Context: an optimization exercise on an open-source flow, tuned for small area, a short achievable clock period and few clock cycles. The choices shown serve that exercise and are no tape-out recipe. Only simulation tests tie the RTL to the original design; equivalence was not proved. Power and IR drop assume default switching activity.

==> run E <==
Design rtl433_demod, start of the top module:
module rtl433_demod (
    input  wire        clk,
    input  wire        rst,
    input  wire        cmd_valid,
    output wire        cmd_ready,
    input  wire [31:0] cmd_word,
    input  wire [31:0] cmd_arg0,
    input  wire [31:0] cmd_arg1,
    input  wire [31:0] cmd_arg2,
    input  wire        pair_valid,
    output wire        pair_ready,
    input  wire [31:0] pair_pulse,
    input  wire [31:0] pair_gap,
    input  wire [2:0]  cfg_mode,
    input  wire [31:0] cfg_short_w,
    input  wire [31:0] cfg_long_w,
    input  wire [31:0] cfg_gap_limit,
    input  wire [31:0] cfg_reset_limit,
    input  wire [31:0] cfg_sync_w,
    input  wire [31:0] cfg_tol,
    output reg         rsp_valid,
    output reg  [31:0] rsp_result,
    output reg  [2:0]  rsp_code
);
    localparam OP_NOP     = 8'h00;
    localparam OP_DEMOD   = 8'h10;
    localparam OP_ROWCMP  = 8'h20;
    localparam OP_ROWCMPX = 8'h21;
    localparam OP_FINDREP = 8'h22;
    localparam OP_INVERT  = 8'h23;
    localparam OP_SEARCH  = 8'h24;
    localparam OP_BBREAD  = 8'h30;
    localparam OP_BBNROWS = 8'h31;
    localparam RC_OK        = 3'd0;
    localparam RC_NOT_FOUND = 3'd2;
    localparam RC_BAD_OP    = 3'd3;
    localparam RC_ILLEGAL   = 3'd4;
    localparam C_SHORT = 2'd0;
    localparam C_LONG  = 2'd1;
    localparam C_OUT   = 2'd2;
    localparam F_DATA   = 2'd0;
    localparam F_NEWROW = 2'd1;
    localparam F_RESET  = 2'd2;
  ...
==> flow/config.mk <==
export PLATFORM = sky130hd
export DESIGN_NAME = rtl433_demod
export DESIGN_NICKNAME = rtl433_demod
export VERILOG_FILES = /design/flow/design.v
export SDC_FILE = /design/flow/constraint.sdc
export NUM_CORES = 4
export LEC_CHECK = 0
export CAP_MARGIN = 35
export CORE_MARGIN = 2
export CORE_UTILIZATION = 40
export PLACE_DENSITY = 0.5
export SLEW_MARGIN = 35
==> flow/constraint.sdc <==
create_clock -name core_clock -period 16.0 [get_ports {clk}]
set_input_delay 3.2000 -clock core_clock [delete_from_list [all_inputs] [get_ports {clk}]]
set_output_delay 3.2000 -clock core_clock [all_outputs]
set_load 0.01 [all_outputs]
standard.sh (not shown) runs the stock make flow with config.mk's settings and CLKGATE_MAP_FILE= SYNTH_SCRIPT=/design/flow/synth_recipe.tcl, a recipe that flattens the netlist after the stock synthesis.
==> flow/flow/run.sh <==
#!/bin/bash
set -e
export SETUP_SLACK_MARGIN=9.5
bash standard.sh > standard.log 2>&1
==> run P: changes against run E <==
==> flow/run.sh (new file) <==
#!/bin/bash
# synth_recipe.tcl (not shown) runs the flow's synth.tcl, then flattens the netlist and writes it again
# the make line also repeats each setting of config.mk as NAME=value (left out here)
make -C /OpenROAD-flow-scripts/flow DESIGN_CONFIG=/design/flow/config.mk WORK_HOME=/design/flow/orfs CLKGATE_MAP_FILE= SYNTH_SCRIPT=/design/flow/synth_recipe.tcl finish
removed: flow/flow/run.sh
removed: flow/standard.sh
==> notes <==
- Sequential power is about the same in run P and run E.
- In run P the cell count is smaller than in run E, by 0.67%.
- Synthesized cell count is the same in run E and run P.
- Between run E and run P, the lower global-route usage is in run E (gap 0.95 points).
- Against run E, the maximum frequency of run P is lower by 20%.
- Between run P and run E, the lower clock-buffer cell count is in run E (gap 4).
Testbench counts of run E, summed over its fixed seeds: cycles 37,611.
Testbench counts of run P, summed over its fixed seeds: cycles 37,611.

* * *

==> run a: inputs <==
Starting RTL as in the previous note.
clock: 16.0 ns
lec_check: 0
cap_margin: 35
core_margin: 2
core_utilization: 40
place_density: 0.5
slew_margin: 35
tns_end_percent: 10
==> flow/flow/run.sh <==
#!/bin/bash
set -e
export SETUP_SLACK_MARGIN=9.5
bash standard.sh > standard.log 2>&1
==> run b (differences from run a) <==
--- a/flow/design.v
+++ b/flow/design.v
@@ -111,36 +111,32 @@
         end
     endfunction
     wire [31:0] bm_p = below_msb(c_sw);
     wire [31:0] bm_g = below_msb(wg);
     reg  [31:0] p0_p, p0_g;
     reg         valid0;
     reg  [7:0]  pairs_left;
     wire        xfer    = pair_valid & pair_ready_r;
-    function ge_top3;
+    function ge_top2;
         input [31:0] x;
         input [31:0] w;
         input [31:0] bm;        
-        reg   [31:0] sm, at_m, at_m1, at_m2;
-        reg          x1, x2, w1, w2;
+        reg   [31:0] sm, at_m, at_m1;
         begin
             sm    = {bm[30:0], 1'b1} | bm;
             at_m  = sm & ~bm;
             at_m1 = bm & ~(bm >> 1);
-            at_m2 = (bm >> 1) & ~(bm >> 2);
-            x1 = |(x & at_m1);  x2 = |(x & at_m2);
-            w1 = |(w & at_m1);  w2 = |(w & at_m2);
-            ge_top3 = (|(x & ~sm)) |
-                      ((|(x & at_m)) & ((x1 & ~w1) | ((x1 == w1) & (x2 | ~w2))));
+            ge_top2 = (|(x & ~sm)) |
+                      ((|(x & at_m)) & (~(|(w & at_m1)) | (|(x & at_m1))));
         end
     endfunction
     wire        pred_in = is_pcm &
-                          ((~sw_z & ge_top3({2'b00, pair_pulse[31:2]}, c_sw, bm_p)) |
-                           (~wg_z & ge_top3({2'b00, pair_gap[31:2]},   wg,   bm_g)));
+                          ((~sw_z & ge_top2({2'b00, pair_pulse[31:2]}, c_sw, bm_p)) |
+                           (~wg_z & ge_top2({2'b00, pair_gap[31:2]},   wg,   bm_g)));
     always @(posedge clk) begin
         if (pair_ready_r) begin
             p0_p <= pair_pulse;
             p0_g <= pair_gap;
         end
     end
     function [1:0] class2;
         input [31:0] d;
@@ -273,77 +269,74 @@
                     end
                 end
             end else begin
                 if (mv) v1 <= 1'b1;
                 if (slow1) begin
                     sbusy <= 1'b1;
                     sph   <= 1'b0;
                     si    <= (sp > sg) ? sp : sg;
-                end else if (ld1 && !stopped && is_pcm) begin
+                end else if (ld1 && !stopped) begin
                     mv <= 1'b1;
                 end
             end
         end
     end
     wire       cp   = ~sw_z & ({rr_p, 1'b0} >= {1'b0, c_sw});
     wire [8:0] np   = {1'b0, qq_p} + {8'd0, cp};
     wire       okp  = sw_z ? r1_pletol : (rr_p <= c_tol) | s_lo[32] | (rr_p >= s_lo[31:0]);
     wire [32:0] wlo = g_long ? l_lo : s_lo;
     wire       cg   = ~wg_z & ({rr_g, 1'b0} >= {1'b0, wg});
     wire [8:0] ng   = {1'b0, qq_g} + {8'd0, cg};
     wire       okg  = wg_z ? r1_gletol : (rr_g <= c_tol) | wlo[32] | (rr_g >= wlo[31:0]);
-    wire [1:0] x_pcls  = p_cls;     
-    wire [1:0] x_gcls  = g_cls;
-    wire [1:0] x_frame = is_pcm ? r1_frame : g_frame;
     reg        e_endA, e_onesA, e_endB;
     reg  [8:0] e_cA, e_cB;
     always @(*) begin
         e_endA = 1'b0; e_onesA = 1'b0; e_endB = 1'b0;
         e_cA = 9'd0; e_cB = 9'd0;
         case (c_mode)
             3'd0, 3'd4: begin
-                if (x_pcls == C_OUT) e_endA = 1'b1;
-                else begin e_cA = 9'd1; e_onesA = (x_pcls == C_SHORT); end
+                if (r1_pcls == C_OUT) e_endA = 1'b1;
+                else begin e_cA = 9'd1; e_onesA = (r1_pcls == C_SHORT); end
             end
             3'd2, 3'd3: begin
                 if (okp) begin e_cA = np; e_onesA = 1'b1; end
                 else     e_endA = 1'b1;
             end
             default: ;
         endcase
-        if (x_frame != F_DATA) begin
+        if (r1_frame != F_DATA) begin
             e_endB = 1'b1;
         end else begin
             case (c_mode)
                 3'd1: begin
-                    if (x_gcls == C_OUT) e_endB = 1'b1;
-                    else begin e_cA = 9'd1; e_onesA = (x_gcls == C_LONG); end
+                    if (r1_gcls == C_OUT) e_endB = 1'b1;
+                    else begin e_cA = 9'd1; e_onesA = (r1_gcls == C_LONG); end
                 end
                 3'd2, 3'd3: begin
                     if (okg) e_cB = ng;
                     else     e_endB = 1'b1;
                 end
                 3'd4: begin
-                    if (x_gcls == C_OUT) e_endB = 1'b1;
+                    if (r1_gcls == C_OUT) e_endB = 1'b1;
                 end
                 default: ;
             endcase
         end
     end
     reg        rv;
     reg        q_endA, q_onesA, q_endB;
     reg  [8:0] q_cA, q_cB;
     always @(posedge clk) begin
         q_endA  <= e_endA;
         q_onesA <= e_onesA;
         q_endB  <= e_endB;
         q_cA    <= e_cA;
         q_cB    <= e_cB;
-        rv      <= ~rst & (state == S_DEMOD) & (is_pcm ? v1 : (ld1 & ~stopped));
+        rv      <= ~rst & (state == S_DEMOD) & v1;
     end
     wire       cur_ok  = ~cur[3];
     wire       endA_e  = q_endA & cur_ok & (clen != 7'd0);
     wire [6:0] lenA    = q_endA ? 7'd0 : clen;
     wire [3:0] curA    = cur + {3'd0, endA_e};
     wire       curA_ok = ~curA[3];
     wire [9:0] sumB    = {3'd0, lenA} + {1'b0, q_cA} + {1'b0, q_cB};
     wire [6:0] lenB    = (sumB > 10'd64) ? 7'd64 : sumB[6:0];
@@ -404,23 +397,17 @@
         integer b;
         begin
             pop8 = 4'd0;
             for (b = 0; b < 8; b = b + 1)
                 pop8 = pop8 + {3'd0, m[b]};
         end
     endfunction
     reg  [2:0] psel;
-    reg  [7:0] psel1;           
-    reg  [63:0] pa;
-    always @(*) begin
-        pa = 64'd0;
-        for (k = 0; k < 8; k = k + 1)
-            pa = pa | (bb_bits[k*64 +: 64] & {64{psel1[k]}});
-    end
+    wire [63:0]  pa  = bb_bits[psel*64 +: 64];
     wire [63:0]  rowr = bb_bits[cmd_word[18:16]*64 +: 64];
     wire [127:0] pa2 = {pa, pa} >> spos[5:0];
     wire [63:0]  rot = pa2[63:0];
     wire [7:0] we = {1'b0, ws} + {1'b0, wl};
     reg  [63:0] wmask;
     always @(*) begin
         for (k = 0; k < 64; k = k + 1)
             wmask[k] = (k >= ws) && (k < we);
@@ -492,18 +479,16 @@
                 (rd_half[k] ^ inv) & ({1'b0, len_in} > ({2'b00, w_b[1], 5'd0} + k));
     end
     reg  [31:0] pat;
     always @(*) begin
         for (k = 0; k < 32; k = k + 1)
             pat[k] = cmd_arg2[31 - k] ^ inv;
     end
     reg  [7:0] cand;
-    wire [7:0] cand0 = {cand[7:1], 1'b0};
-    reg        ffirst;          
     always @(*) begin
         for (k = 0; k < 8; k = k + 1)
             cand[k] = ~big0 & (cmd_arg0[6:0] != 7'd0) &
                       (bb_len[k*7 +: 7] == cmd_arg0[6:0]);
     end
     reg         n_rv;
     reg  [31:0] n_res;
     reg  [2:0]  n_code;
@@ -562,17 +547,17 @@
                                         rsp_result <= 32'd0;
                                         rsp_code   <= RC_BAD_OP;
                                     end else begin
                                         state       <= S_SEARCH;
                                         cmd_ready_r <= 1'b0;
                                     end
                                 end
                                 OP_FINDREP: begin
-                                    state       <= cand[0] ? S_FCMP : S_FLOAD;
+                                    state       <= S_FLOAD;
                                     cmd_ready_r <= 1'b0;
                                 end
                                 OP_INVERT: begin
                                     inv        <= ~inv;
                                     rsp_valid  <= 1'b1;
                                     rsp_result <= 32'd0;
                                     rsp_code   <= RC_OK;
                                 end
@@ -663,29 +648,17 @@
                         rsp_valid   <= 1'b1;
                         rsp_result  <= {29'd0, psel};
                         rsp_code    <= RC_OK;
                     end else begin
                         state <= S_FCMP;
                     end
                 end
                 S_FCMP: begin
-                    if (ffirst && kk <= 4'd1) begin
-                        state       <= S_IDLE;
-                        cmd_ready_r <= 1'b1;
-                        rsp_valid   <= 1'b1;
-                        rsp_result  <= 32'd0;
-                        rsp_code    <= RC_OK;
-                    end else if (ffirst && {1'b0, pop8(fmask)} + 5'd1 < {1'b0, kk}) begin
-                        state       <= S_IDLE;
-                        cmd_ready_r <= 1'b1;
-                        rsp_valid   <= 1'b1;
-                        rsp_result  <= 32'hFFFFFFFF;
-                        rsp_code    <= RC_NOT_FOUND;
-                    end else if (f_hit) begin
+                    if (f_hit) begin
                         state       <= S_IDLE;
                         cmd_ready_r <= 1'b1;
                         rsp_valid   <= 1'b1;
                         rsp_result  <= {29'd0, leader};
                         rsp_code    <= RC_OK;
                     end else if (f_stop) begin
                         state <= S_FLOAD;
                     end
@@ -703,26 +676,20 @@
             else
                 W <= rowr;
         end else if (state == S_FLOAD) begin
             W <= pa;
         end
         if (state == S_IDLE && accept) begin
             a_reg <= w_a[2:0];
             b_reg <= w_b[2:0];
-            psel  <= (w_op == OP_FINDREP) ? first8(cand0) :
+            psel  <= (w_op == OP_FINDREP) ? first8(cand) :
                      (w_op == OP_SEARCH)  ? w_a[2:0] : w_b[2:0];
-            psel1 <= 8'd1 << ((w_op == OP_FINDREP) ? first8(cand0) :
-                              (w_op == OP_SEARCH)  ? w_a[2:0] : w_b[2:0]);
-            fmask  <= cand0;
-            scan   <= cand0;
-            leader <= 3'd0;
-            fcnt   <= 4'd1;
-            ffirst <= cand[0];
             lena  <= len_in;
+            fmask <= cand;
             kk    <= (cmd_arg1[31:4] != 28'd0) ? 4'd15 : cmd_arg1[3:0];
             sbig  <= big1;
             case (w_op)
                 OP_ROWCMPX: begin
                     ws   <= cmd_arg1[6:0];
                     wl   <= cmd_arg0[6:0];
                     ob7  <= cmd_arg2[6:0];
                     big  <= big0 | big1 | big2;
@@ -741,25 +708,21 @@
                     ob7  <= 7'd0;
                     big  <= big0;
                     spos <= 7'd0;
                 end
             endcase
         end else if (state == S_SEARCH) begin
             spos <= spos + 7'd4;
         end else if (state == S_FLOAD) begin
-            ffirst <= 1'b0;
             leader <= psel;
             fmask  <= f_lmask;
             scan   <= f_lmask;
             fcnt   <= 4'd1;
             psel   <= first8(f_lmask);
-            psel1  <= 8'd1 << first8(f_lmask);
         end else if (state == S_FCMP) begin
-            ffirst <= 1'b0;
             fcnt  <= fcnt + {3'd0, eq0};
             scan  <= f_scan;
             if (eq0) fmask <= f_mask1;
             psel  <= !f_stop ? f_nj : eq0 ? f_nl1 : f_nl0;
-            psel1 <= 8'd1 << (!f_stop ? f_nj : eq0 ? f_nl1 : f_nl0);
         end
     end
 endmodule
==> flow/run.sh (new file) <==
#!/bin/bash
# synth_recipe.tcl (not shown) runs the flow's synth.tcl, then flattens the netlist and writes it again
# the make line also repeats each setting of config.mk as NAME=value (left out here)
make -C /OpenROAD-flow-scripts/flow DESIGN_CONFIG=/design/flow/config.mk WORK_HOME=/design/flow/orfs CLKGATE_MAP_FILE= SYNTH_SCRIPT=/design/flow/synth_recipe.tcl finish
==> flow/config.mk (replaced) <==
export PLATFORM = sky130hd
export DESIGN_NAME = rtl433_demod
export DESIGN_NICKNAME = rtl433_demod
export VERILOG_FILES = /design/flow/design.v
export SDC_FILE = /design/flow/constraint.sdc
export NUM_CORES = 4
export LEC_CHECK = 0
export CAP_MARGIN = 35
export CORE_MARGIN = 2
export CORE_UTILIZATION = 50
export PLACE_DENSITY = 0.65
export SLEW_MARGIN = 35
removed: flow/flow/run.sh
removed: flow/standard.sh
==> run c (differences from run a) <==
==> flow/config.mk (replaced) <==
export PLATFORM = sky130hd
export DESIGN_NAME = rtl433_demod
export DESIGN_NICKNAME = rtl433_demod
export VERILOG_FILES = /design/flow/design.v
export SDC_FILE = /design/flow/constraint.sdc
export NUM_CORES = 4
export LEC_CHECK = 0
export CAP_MARGIN = 35
export CORE_MARGIN = 2
export CORE_UTILIZATION = 45
export PLACE_DENSITY = 0.6
export SLEW_MARGIN = 35
==> run d (differences from run a) <==
==> flow/config.mk (replaced) <==
export PLATFORM = sky130hd
export DESIGN_NAME = rtl433_demod
export DESIGN_NICKNAME = rtl433_demod
export VERILOG_FILES = /design/flow/design.v
export SDC_FILE = /design/flow/constraint.sdc
export NUM_CORES = 4
export LEC_CHECK = 0
export CAP_MARGIN = 35
export CORE_MARGIN = 2
export CORE_UTILIZATION = 40
export CTS_BUF_LIST = sky130_fd_sc_hd__clkbuf_8 sky130_fd_sc_hd__clkbuf_4
export PLACE_DENSITY = 0.5
export SLEW_MARGIN = 35
==> metrics.json <==
{
  "syn_nets": {"value": 13900},
  "run_status": {"value": "finished clean"},
  "hold_path_startpoint": {"value": "m_frame[1]"},
  "final_min_period": {"value": 6.72, "unit": "ns"},
  "layout.core_utilization": {"value": 0.524},
  "pwr-share-seq": {"value": 0.342},
  "area_share_of_the_leading_cell_type_in_the_synthesized_netlist": {"value": 0.179}
}
-- figures above: run c

==> metrics.json <==
{
  "run_status": {"value": "finished clean"},
  "final_min_period": {"value": 6.73, "unit": "ns"},
  "hold_path_startpoint": {"value": "m_pletol"},
  "area_share_of_the_leading_cell_type_in_the_synthesized_netlist": {"value": 0.179},
  "layout.core_utilization": {"value": 0.468},
  "syn_nets": {"value": 13900},
  "pwr-share-seq": {"value": 0.343},
  "ys_seq_area_frac": {"value": 0.262}
}
-- figures above: run d

==> metrics.json <==
{
  "run_status": {"value": "finished clean"},
  "multiInputGateArea": {"value": 75100, "unit": "um^2"},
  "regArea": {"value": 27600, "unit": "um^2"},
  "pwr-share-seq": {"value": 0.326},
  "clock_tree_from_tritoncts": {"value": "built"},
  "initial_antenna_violation_count": {"value": 42}
}
-- figures above: run b

==> metrics.json <==
{
  "run_status": {"value": "finished clean"},
  "grt_use_total": {"value": 0.382},
  "pwr-share-seq": {"value": 0.339},
  "hold_path_startpoint": {"value": "m_pletol"},
  "drt_drc_violations_left": {"value": 0},
  "peakVddDrop": {"value": 0.0753, "unit": "mV"},
  "final_min_period": {"value": 6.70, "unit": "ns"}
}
-- figures above: run a

Testbench counts of run a, summed over its fixed seeds: cycles 37,611.
Testbench counts of run b, summed over its fixed seeds: cycles 38,190.
Testbench counts of run c, summed over its fixed seeds: cycles 37,611.
Testbench counts of run d, summed over its fixed seeds: cycles 37,611.

## port drivers added, routing unchanged
Ports are ideal in the flow. The routed layouts listed here were re-timed in OpenROAD.
Step 1 assumes that a clkbuf_16 drives the clock port and a buf_2 every other input.
Step 2, shift: input delay + t, output delay - t, t = (earliest + latest rising clock arrival at the registers) / 2. This alone moves slack from input paths to output paths.
Three values: ideal ports, drivers, drivers and shift; two values: the first two.
| run | shift t [ns] | setup slack, ns | worst setup path after step 2 |
|---|---|---|---|
| run E | 0.950 | 9.386 / 9.386 / 8.678 | input to register |
| run P | 0.947 | 7.748 / 7.748 / 7.501 | input to register |
| run a | 0.946 | 9.300 / 9.300 / 8.496 | input to register |
| run b | 0.935 | 6.089 / 6.089 / 6.089 | register to register |
| run c | 0.930 | 9.280 / 9.280 / 8.675 | input to register |
| run d | 1.144 | 9.267 / 9.267 / 8.521 | input to register |
After both steps every run listed still meets setup and hold. For run a, which loses most, drivers alone change the setup slack by 0.000 ns; drivers and shift together by -0.804 ns.
